Source: an optimization exercise on an open RTL-to-GDS flow (aim: small area). Production flows keep margins and buffers that such runs may drop.
RTL that was checked went through simulation tests only; none was proved equivalent to the original.
Power is estimated from default activity; no workload was simulated.

==> indigo <==
==> flow/design.v <==
module bang_channel #(
    parameter CAP = 32                      
) (
    input  wire        clk,
    input  wire        rst,                 
    input  wire        tick,                
    input  wire        rx_in,               
    input  wire        rx_en_in,            
    output reg         tx_out,              
    output reg         tx_en,               
    output wire        tx_oe,               
    input  wire        cmd_valid,
    input  wire [7:0]  cmd_data,
    output wire        cmd_ready,
    output reg         resp_valid,
    output reg  [7:0]  resp_data,
    output wire [15:0] status
);
    localparam MAXPAY = CAP - 2;            
    localparam [3:0] S_NOTINIT  = 4'd0,  S_READY    = 4'd1,
                     S_RX_START = 4'd2,  S_RX_CHAR  = 4'd3,
                     S_RX_ACK   = 4'd4,  S_RX_CHK   = 4'd5,
                     S_RX_ABORT = 4'd6,  S_RX_ERR   = 4'd7,
                     S_RX_DONE  = 4'd8,  S_TX_START = 4'd9,
                     S_TX_CHAR  = 4'd10, S_TX_END   = 4'd11,
                     S_TX_ACK   = 4'd12, S_TX_ERR   = 4'd13,
                     S_TX_DONE  = 4'd14;
    localparam [2:0] H_IDLE   = 3'd0, H_LEN  = 3'd1, H_PAY = 3'd2,
                     H_COMMIT = 3'd3, H_STAT = 3'd4, H_GET = 3'd5;
    reg [3:0]    state;
    reg [2:0]    tis;               
    reg          tx_ready;
    reg [4:0]    rx_len;
    reg [7:0]    acc;               
    reg [7:0]    rx_buf [0:MAXPAY-1];
    reg [7:0]    tx_buf [1:MAXPAY];
    reg [4:0]    tx_first;          
    reg [4:0]    tcb;               
    reg [2:0]    hstate;
    reg          put_zero;          
    reg          put_long;          
    reg [7:0]    cnt;               
    reg [4:0]    ptr;               
    reg [7:0]    pend [1:MAXPAY];
    wire initialized    = (state != S_NOTINIT);
    wire tx_in_progress = state[3] & (state[2] | state[1] | state[0]);
    wire put_wait       = (hstate == H_COMMIT);
    assign status    = {3'b000, rx_len, put_wait, tx_in_progress, tx_ready, initialized, state};
    assign tx_oe     = initialized;
    assign cmd_ready = (hstate == H_IDLE) || (hstate == H_LEN) || (hstate == H_PAY);
    wire cmd_fire = cmd_valid && cmd_ready;
    wire [MAXPAY-1:0] tx_sel, rx_sel;
    wire [7:0]        tx_byte, rx_rd;
    genvar gk, gb;
    generate
        for (gk = 0; gk < MAXPAY; gk = gk + 1) begin : g_sel
            assign tx_sel[gk] = (tcb == gk + 1);
            assign rx_sel[gk] = (ptr == gk);
        end
        for (gb = 0; gb < 8; gb = gb + 1) begin : g_rd
            wire [MAXPAY-1:0] tx_col, rx_col;
            for (gk = 0; gk < MAXPAY; gk = gk + 1) begin : g_col
                assign tx_col[gk] = tx_buf[gk + 1][gb];
                assign rx_col[gk] = rx_buf[gk][gb];
            end
            bang_aor #(.N(MAXPAY)) u_tx (.d(tx_col), .s(tx_sel), .y(tx_byte[gb]));
            bang_aor #(.N(MAXPAY)) u_rx (.d(rx_col), .s(rx_sel), .y(rx_rd[gb]));
        end
    endgenerate
    wire tx_bit = (tcb == 5'd0) ? acc[7] : tx_byte[tis];
    wire h_idle = (hstate == H_IDLE);
    wire h_len  = (hstate == H_LEN);
    wire h_pay  = (hstate == H_PAY);
    wire put_end      = cmd_fire && ((h_len && cmd_data == 8'd0) || (h_pay && cnt == 8'd1));
    wire put_zero_all = put_zero || (h_pay && cmd_data == 8'd0);
    wire put_too_long = h_pay && put_long;
    wire put_ok       = initialized && !put_too_long && !put_zero_all;
    wire do_commit  = put_wait && !tx_in_progress;
    wire do_begin   = cmd_fire && h_idle && (cmd_data == 8'h01) && !initialized;
    wire do_get     = cmd_fire && h_idle && (cmd_data == 8'h04) && (state == S_RX_DONE);
    wire do_issue   = put_end && put_ok;
    wire tick_step  = tick && initialized;
    wire rx_done_msg = (state == S_RX_DONE) && (rx_len != 5'd0);
    wire rx_wr = tick && (state == S_RX_CHAR) && rx_en_in;
    wire pay_wr = cmd_fire && h_pay;
    integer i;
    always @(posedge clk) begin
        if (rx_wr)
            for (i = 0; i < MAXPAY; i = i + 1)
                if (rx_len == i)
                    rx_buf[i] <= {rx_in, rx_buf[i][7:1]};
        if (pay_wr) begin
            pend[1] <= cmd_data;
            for (i = 2; i <= MAXPAY; i = i + 1)
                pend[i] <= pend[i - 1];
        end
        if (do_commit)
            for (i = 1; i <= MAXPAY; i = i + 1)
                tx_buf[i] <= pend[i];
    end
    always @(posedge clk) begin
        if (rst) begin
            state    <= S_NOTINIT;
            tis      <= 3'd0;
            tx_ready <= 1'b0;
            rx_len   <= 5'd0;
            tx_out   <= 1'b0;
            tx_en    <= 1'b0;
        end else begin
            if (tick) begin
                case (state)
                S_READY: begin
                    tis <= 3'd0;
                    if (rx_en_in && rx_in) begin
                        tx_out <= 1'b1; tx_en <= 1'b0;
                        state <= S_RX_START;
                    end else if (!rx_en_in && tx_ready) begin
                        tx_out <= 1'b1; tx_en <= 1'b1;
                        state <= S_TX_START; tis <= 3'd4;
                    end else begin
                        tx_out <= 1'b0; tx_en <= 1'b0;
                    end
                end
                S_RX_START: begin
                    if (!rx_en_in || rx_in != tis[0]) begin
                        tx_out <= 1'b0; tx_en <= 1'b0;
                        state <= S_RX_ABORT; tis <= 3'd0;
                    end else begin
                        tx_out <= tis[0]; tx_en <= 1'b0;
                        tis <= tis + 3'd1;
                        if (tis[1:0] == 2'd3) begin
                            state <= S_RX_CHAR; tis <= 3'd0;
                        end
                    end
                end
                S_RX_CHAR: begin
                    if (rx_en_in) begin
                        if (tis == 3'd7 && rx_len == 5'd31) begin
                            tx_out <= 1'b0; tx_en <= 1'b0;
                            state <= S_RX_ABORT; tis <= 3'd0;
                        end else begin
                            if (tis == 3'd7)
                                rx_len <= rx_len + 5'd1;
                            tx_out <= 1'b1; tx_en <= 1'b0;
                            tis <= tis + 3'd1;
                        end
                    end else begin
                        tis <= 3'd0;
                        if (tis == 3'd0 && rx_in) begin
                            tx_out <= 1'b1; tx_en <= 1'b0;
                            state <= S_RX_ACK;
                        end else begin
                            tx_out <= 1'b0; tx_en <= 1'b0;
                            state <= S_RX_ERR;
                        end
                    end
                end
                S_RX_ACK: begin
                    if (rx_en_in) begin
                        tx_out <= 1'b0; tx_en <= 1'b0;
                        state <= S_RX_ABORT; tis <= 3'd0;
                    end else if (rx_in != tis[0]) begin
                        tx_out <= 1'b0; tx_en <= 1'b0;
                        state <= S_RX_ERR; tis <= 3'd0;
                    end else begin
                        tx_out <= tis[0]; tx_en <= 1'b0;
                        tis <= tis + 3'd1;
                        if (tis[1:0] == 2'd2) begin
                            state <= S_RX_CHK; tis <= 3'd0;
                        end
                    end
                end
                S_RX_CHK: begin
                    tx_out <= 1'b0; tx_en <= 1'b0;
                    tis <= 3'd0;
                    if (rx_len[4:1] == 4'd0 || acc != 8'd0) begin
                        state <= S_RX_ERR;
                    end else begin
                        rx_len <= rx_len - 5'd1;
                        state <= S_RX_DONE;
                    end
                end
                S_RX_ABORT, S_RX_ERR: begin
                    rx_len <= 5'd0;
                    tx_out <= 1'b0; tx_en <= 1'b0;
                    state <= S_READY; tis <= 3'd0;
                end
                S_RX_DONE: begin
                    tx_out <= 1'b0; tx_en <= 1'b0;
                    tis <= 3'd0;
                    if (rx_len == 5'd0 && !rx_en_in)
                        state <= S_READY;
                end
                S_TX_START: begin
                    if (rx_en_in || rx_in == tis[0]) begin
                        tx_out <= 1'b0; tx_en <= 1'b0;
                        state <= S_READY; tis <= 3'd0;
                    end else if (tis != 3'd0) begin
                        tx_out <= tis[0]; tx_en <= 1'b1;
                        tis <= tis + 3'd1;
                    end else begin
                        tx_out <= tx_bit; tx_en <= 1'b1;
                        state <= S_TX_CHAR; tis <= 3'd1;
                    end
                end
                S_TX_CHAR: begin
                    if (rx_en_in) begin
                        tx_out <= 1'b0; tx_en <= 1'b0;
                        state <= S_READY; tis <= 3'd0;
                    end else if (!rx_in) begin
                        tx_out <= 1'b0; tx_en <= 1'b0;
                        state <= S_TX_ERR; tis <= 3'd0;
                    end else begin
                        tx_out <= tx_bit; tx_en <= 1'b1;
                        tis <= tis + 3'd1;
                        if (tcb == 5'd0 && tis == 3'd7) begin
                            state <= S_TX_END; tis <= 3'd0;
                        end
                    end
                end
                S_TX_END: begin
                    tx_out <= 1'b1; tx_en <= 1'b0;
                    state <= S_TX_ACK; tis <= 3'd0;
                end
                S_TX_ACK: begin
                    if (rx_en_in || rx_in == tis[0]) begin
                        tx_out <= 1'b0; tx_en <= 1'b0;
                        state <= S_TX_ERR; tis <= 3'd0;
                    end else if (tis[1:0] != 2'd3) begin
                        tx_out <= tis[0]; tx_en <= 1'b0;
                        tis <= tis + 3'd1;
                    end else begin
                        tx_out <= 1'b0; tx_en <= 1'b0;
                        state <= S_TX_DONE; tis <= 3'd0;
                    end
                end
                S_TX_ERR: begin
                    tx_out <= 1'b0; tx_en <= 1'b0;
                    state <= S_READY; tis <= 3'd0;
                end
                S_TX_DONE: begin
                    tx_ready <= 1'b0;
                    tx_out <= 1'b0; tx_en <= 1'b0;
                    state <= S_READY; tis <= 3'd0;
                end
                default: ;
                endcase
            end
            if (do_begin) begin
                state    <= S_READY;
                tis      <= 3'd0;
                rx_len   <= 5'd0;
                tx_ready <= 1'b0;
                tx_out   <= 1'b0;
                tx_en    <= 1'b0;
            end
            if (do_get)
                rx_len <= 5'd0;
            if (do_issue)
                tx_ready <= 1'b0;
            if (do_commit)
                tx_ready <= 1'b1;
        end
    end
    wire acc_in = (state == S_RX_CHAR) ? rx_in : tx_bit;
    always @(posedge clk) begin
        if (tick && state == S_READY) begin
            tcb <= tx_first;
            acc <= 8'd0;
        end else begin
            if (tick && state == S_TX_CHAR && tis == 3'd7)
                tcb <= tcb - 5'd1;
            if (tick && ((state == S_RX_CHAR && rx_en_in) || (state == S_TX_START && tis == 3'd0) || state == S_TX_CHAR))
                acc <= {acc[6:0], acc[7] ^ acc_in};
        end
        if (do_commit)
            tx_first <= ptr;
    end
    always @(posedge clk) begin
        if (rst) begin
            hstate     <= H_IDLE;
            resp_valid <= 1'b0;
            put_zero   <= 1'b0;
        end else begin
            resp_valid <= 1'b0;
            case (hstate)
            H_IDLE: if (cmd_fire) begin
                resp_valid <= (cmd_data != 8'h02);
                if (cmd_data == 8'h02)
                    hstate <= H_LEN;
                if (cmd_data == 8'h04 && rx_done_msg)
                    hstate <= H_GET;
                if (cmd_data == 8'h05)
                    hstate <= H_STAT;
            end
            H_LEN: if (cmd_fire) begin
                put_zero <= 1'b0;
                if (cmd_data != 8'd0)
                    hstate <= H_PAY;
            end
            H_PAY: if (cmd_fire && cmd_data == 8'd0)
                put_zero <= 1'b1;
            H_COMMIT: if (do_commit) begin
                resp_valid <= 1'b1;
                hstate     <= H_IDLE;
            end
            H_STAT: begin
                resp_valid <= 1'b1;
                hstate     <= H_IDLE;
            end
            H_GET: begin
                resp_valid <= 1'b1;
                if (cnt == 8'd1)
                    hstate <= H_IDLE;
            end
            default: hstate <= H_IDLE;
            endcase
            if (put_end) begin
                hstate     <= put_ok ? H_COMMIT : H_IDLE;
                resp_valid <= !put_ok;
            end
        end
    end
    always @(posedge clk) begin
        case (hstate)
        H_IDLE: begin
            case (cmd_data)
            8'h01:   resp_data <= {7'd0, initialized};                        
            8'h03:   resp_data <= {7'd0, rx_done_msg};                        
            8'h04:   resp_data <= (state == S_RX_DONE) ? {3'd0, rx_len} : 8'h00;  
            8'h05:   resp_data <= status[7:0];                                
            default: resp_data <= 8'hFF;                                      
            endcase
            cnt <= {3'd0, rx_len};
            ptr <= 5'd0;
        end
        H_LEN: begin
            resp_data <= initialized ? 8'h04 : 8'h02;
            cnt       <= cmd_data;
            ptr       <= cmd_data[4:0];
            put_long  <= (cmd_data > MAXPAY);
        end
        H_PAY: begin
            resp_data <= !initialized ? 8'h02 : put_long ? 8'h03 : 8'h04;
            if (cmd_fire)
                cnt <= cnt - 8'd1;
        end
        H_STAT:
            resp_data <= cnt;
        H_GET: begin
            resp_data <= rx_rd;
            ptr       <= ptr + 5'd1;
            cnt       <= cnt - 8'd1;
        end
        default:
            resp_data <= 8'h00;
        endcase
    end
endmodule
module bang_aor #(
    parameter N = 30
) (
    input  wire [N-1:0] d,
    input  wire [N-1:0] s,
    output wire         y
);
    assign y = |(d & s);
endmodule
==> flow/run.sh <==
#!/bin/bash
# synth_recipe.tcl (not shown) runs the flow's synth.tcl, then flattens the netlist and writes it again
# the make line also repeats each setting of config.mk as NAME=value (left out here)
make -C /OpenROAD-flow-scripts/flow DESIGN_CONFIG=/design/flow/config.mk WORK_HOME=/design/flow/orfs CLKGATE_MAP_FILE= SYNTH_SCRIPT=/design/flow/synth_recipe.tcl finish
==> flow/config.mk <==
export PLATFORM = sky130hd
export DESIGN_NAME = bang_channel
export DESIGN_NICKNAME = bang_channel
export VERILOG_FILES = /design/flow/design.v
export SDC_FILE = /design/flow/constraint.sdc
export NUM_CORES = 4
export LEC_CHECK = 0
export CAP_MARGIN = 20
export CORE_MARGIN = 2
export CORE_UTILIZATION = 30
export CTS_BUF_LIST = sky130_fd_sc_hd__clkbuf_8
export SLEW_MARGIN = 20
export SYNTH_HIERARCHICAL = 1
export SYNTH_MINIMUM_KEEP_SIZE = 0
==> flow/constraint.sdc <==
create_clock -name core_clock -period 10.0 [get_ports {clk}]
set_input_delay 2.0000 -clock core_clock [delete_from_list [all_inputs] [get_ports {clk}]]
set_output_delay 2.0000 -clock core_clock [all_outputs]
set_load 0.01 [all_outputs]
==> umber (differences from indigo) <==
--- a/flow/design.v
+++ b/flow/design.v
@@ -364,5 +364,19 @@
     input  wire [N-1:0] s,
     output wire         y
 );
-    assign y = |(d & s);
+    wire [N/3-1:0] n;
+    genvar i;
+    generate
+        for (i = 0; i < N / 3; i = i + 1) begin : g_grp
+            bang_aoi3 u (.d(d[3*i +: 3]), .s(s[3*i +: 3]), .yn(n[i]));
+        end
+    endgenerate
+    assign y = ~&n;
+endmodule
+module bang_aoi3 (
+    input  wire [2:0] d,
+    input  wire [2:0] s,
+    output wire       yn
+);
+    assign yn = ~|(d & s);
 endmodule
==> flow/flow/run.sh (new file) <==
#!/bin/bash
# The standard layout, with clock tree synthesis told to cluster 16 sinks per
# clkbuf_8 (at most 50 um across) and to add no dummy balancing loads.
set -euo pipefail
export CTS_ARGS="-sink_clustering_enable -repair_clock_nets -dont_use_dummy_load -sink_clustering_size 16 -sink_clustering_max_diameter 50 -buf_list sky130_fd_sc_hd__clkbuf_8"
bash standard.sh > standard_flow.log 2>&1
==> flow/standard.sh (new file) <==
#!/bin/bash
# synth_recipe.tcl (not shown) runs the flow's synth.tcl, then flattens the netlist and writes it again
# the make line also repeats each setting of config.mk as NAME=value (left out here)
make -C /OpenROAD-flow-scripts/flow DESIGN_CONFIG=/design/flow/config.mk WORK_HOME=/design/flow/orfs CLKGATE_MAP_FILE= SYNTH_SCRIPT=/design/flow/synth_recipe.tcl "${@:-finish}"
- CTS_BUF_LIST: sky130_fd_sc_hd__clkbuf_8 -> not set
removed: flow/run.sh
==> qor summary <==
	umber	indigo
Result of the run	timing/DRC/antenna clean	timing/DRC/antenna clean
Utilization of the core after routing	0.331	0.347
Sum of routed wire segments on met1	26,800 µm	29,900 µm
Area growth from synthesis to layout	9.39%	14.7%
Final weighted congestion in routability-driven placement	0.882	0.912
Average instance area after synthesis	17.7 µm²	17.0 µm²
Fraction of the mapped netlist area in adder cells	0.0117	0.0116
Hold WS	0.340 ns	0.364 ns
Post-CTS clock slew at the launch and capture registers of the worst setup and hold paths	0.09 ns	0.07 ns
Post-route insts no fill	2,958	3,249
Worst-margin pin slew	1.15 ns	1.26 ns
Cells after synthesis	1,625	1,721
Post-synthesis sequential area ratio	0.802	0.790
Total Power Consumption	5520 µW	6520 µW
Slowest cell on crit path	sky130_fd_sc_hd__clkdlybuf4s50_1	sky130_fd_sc_hd__dfxtp_1
Tcrit/Tclk final	0.471	0.514
Areal power density over the cells	175 nW/µm²	195 nW/µm²
Met3 Resource Use GR	0.0282	0.0416
Clock buffer count from CTS	58	120
Via count	15,400	16,500
Min-Delay Endpoint	pend[19][5]$_DFFE_PP_	tx_buf[30][4]$_DFFE_PP_
Share of total power in sequential cells	0.648	0.552
Final clock-cell share	0.0254	0.0664
No functional check of the RTL was part of indigo.

-- port drivers added, routing unchanged --
In the flow no input, the clock included, has a driving cell. The finished layouts below were timed again as built, in two steps. Step 1: set_driving_cell puts a clkbuf_16 on clk and a buf_2 on each other input, an assumption about the parent block. Step 2, shift: input delay + t, output delay - t, t = (earliest + latest rising clock arrival at the registers) / 2. This alone moves slack from input paths to output paths. a / b / c = no drivers / after step 1 / after step 2; a / b = the first two.
run	t, ns	setup WS [ns]	clock arrival spread, ns
indigo	0.777	4.864 / 4.811 / 5.007	0.099 / 0.100
umber	0.709	5.290 / 5.234 / 5.038	0.115 / 0.116
After both steps every run listed still meets setup and hold. The setup slack of umber, which loses most, moves by -0.056 ns with the drivers and by -0.252 ns with both steps.
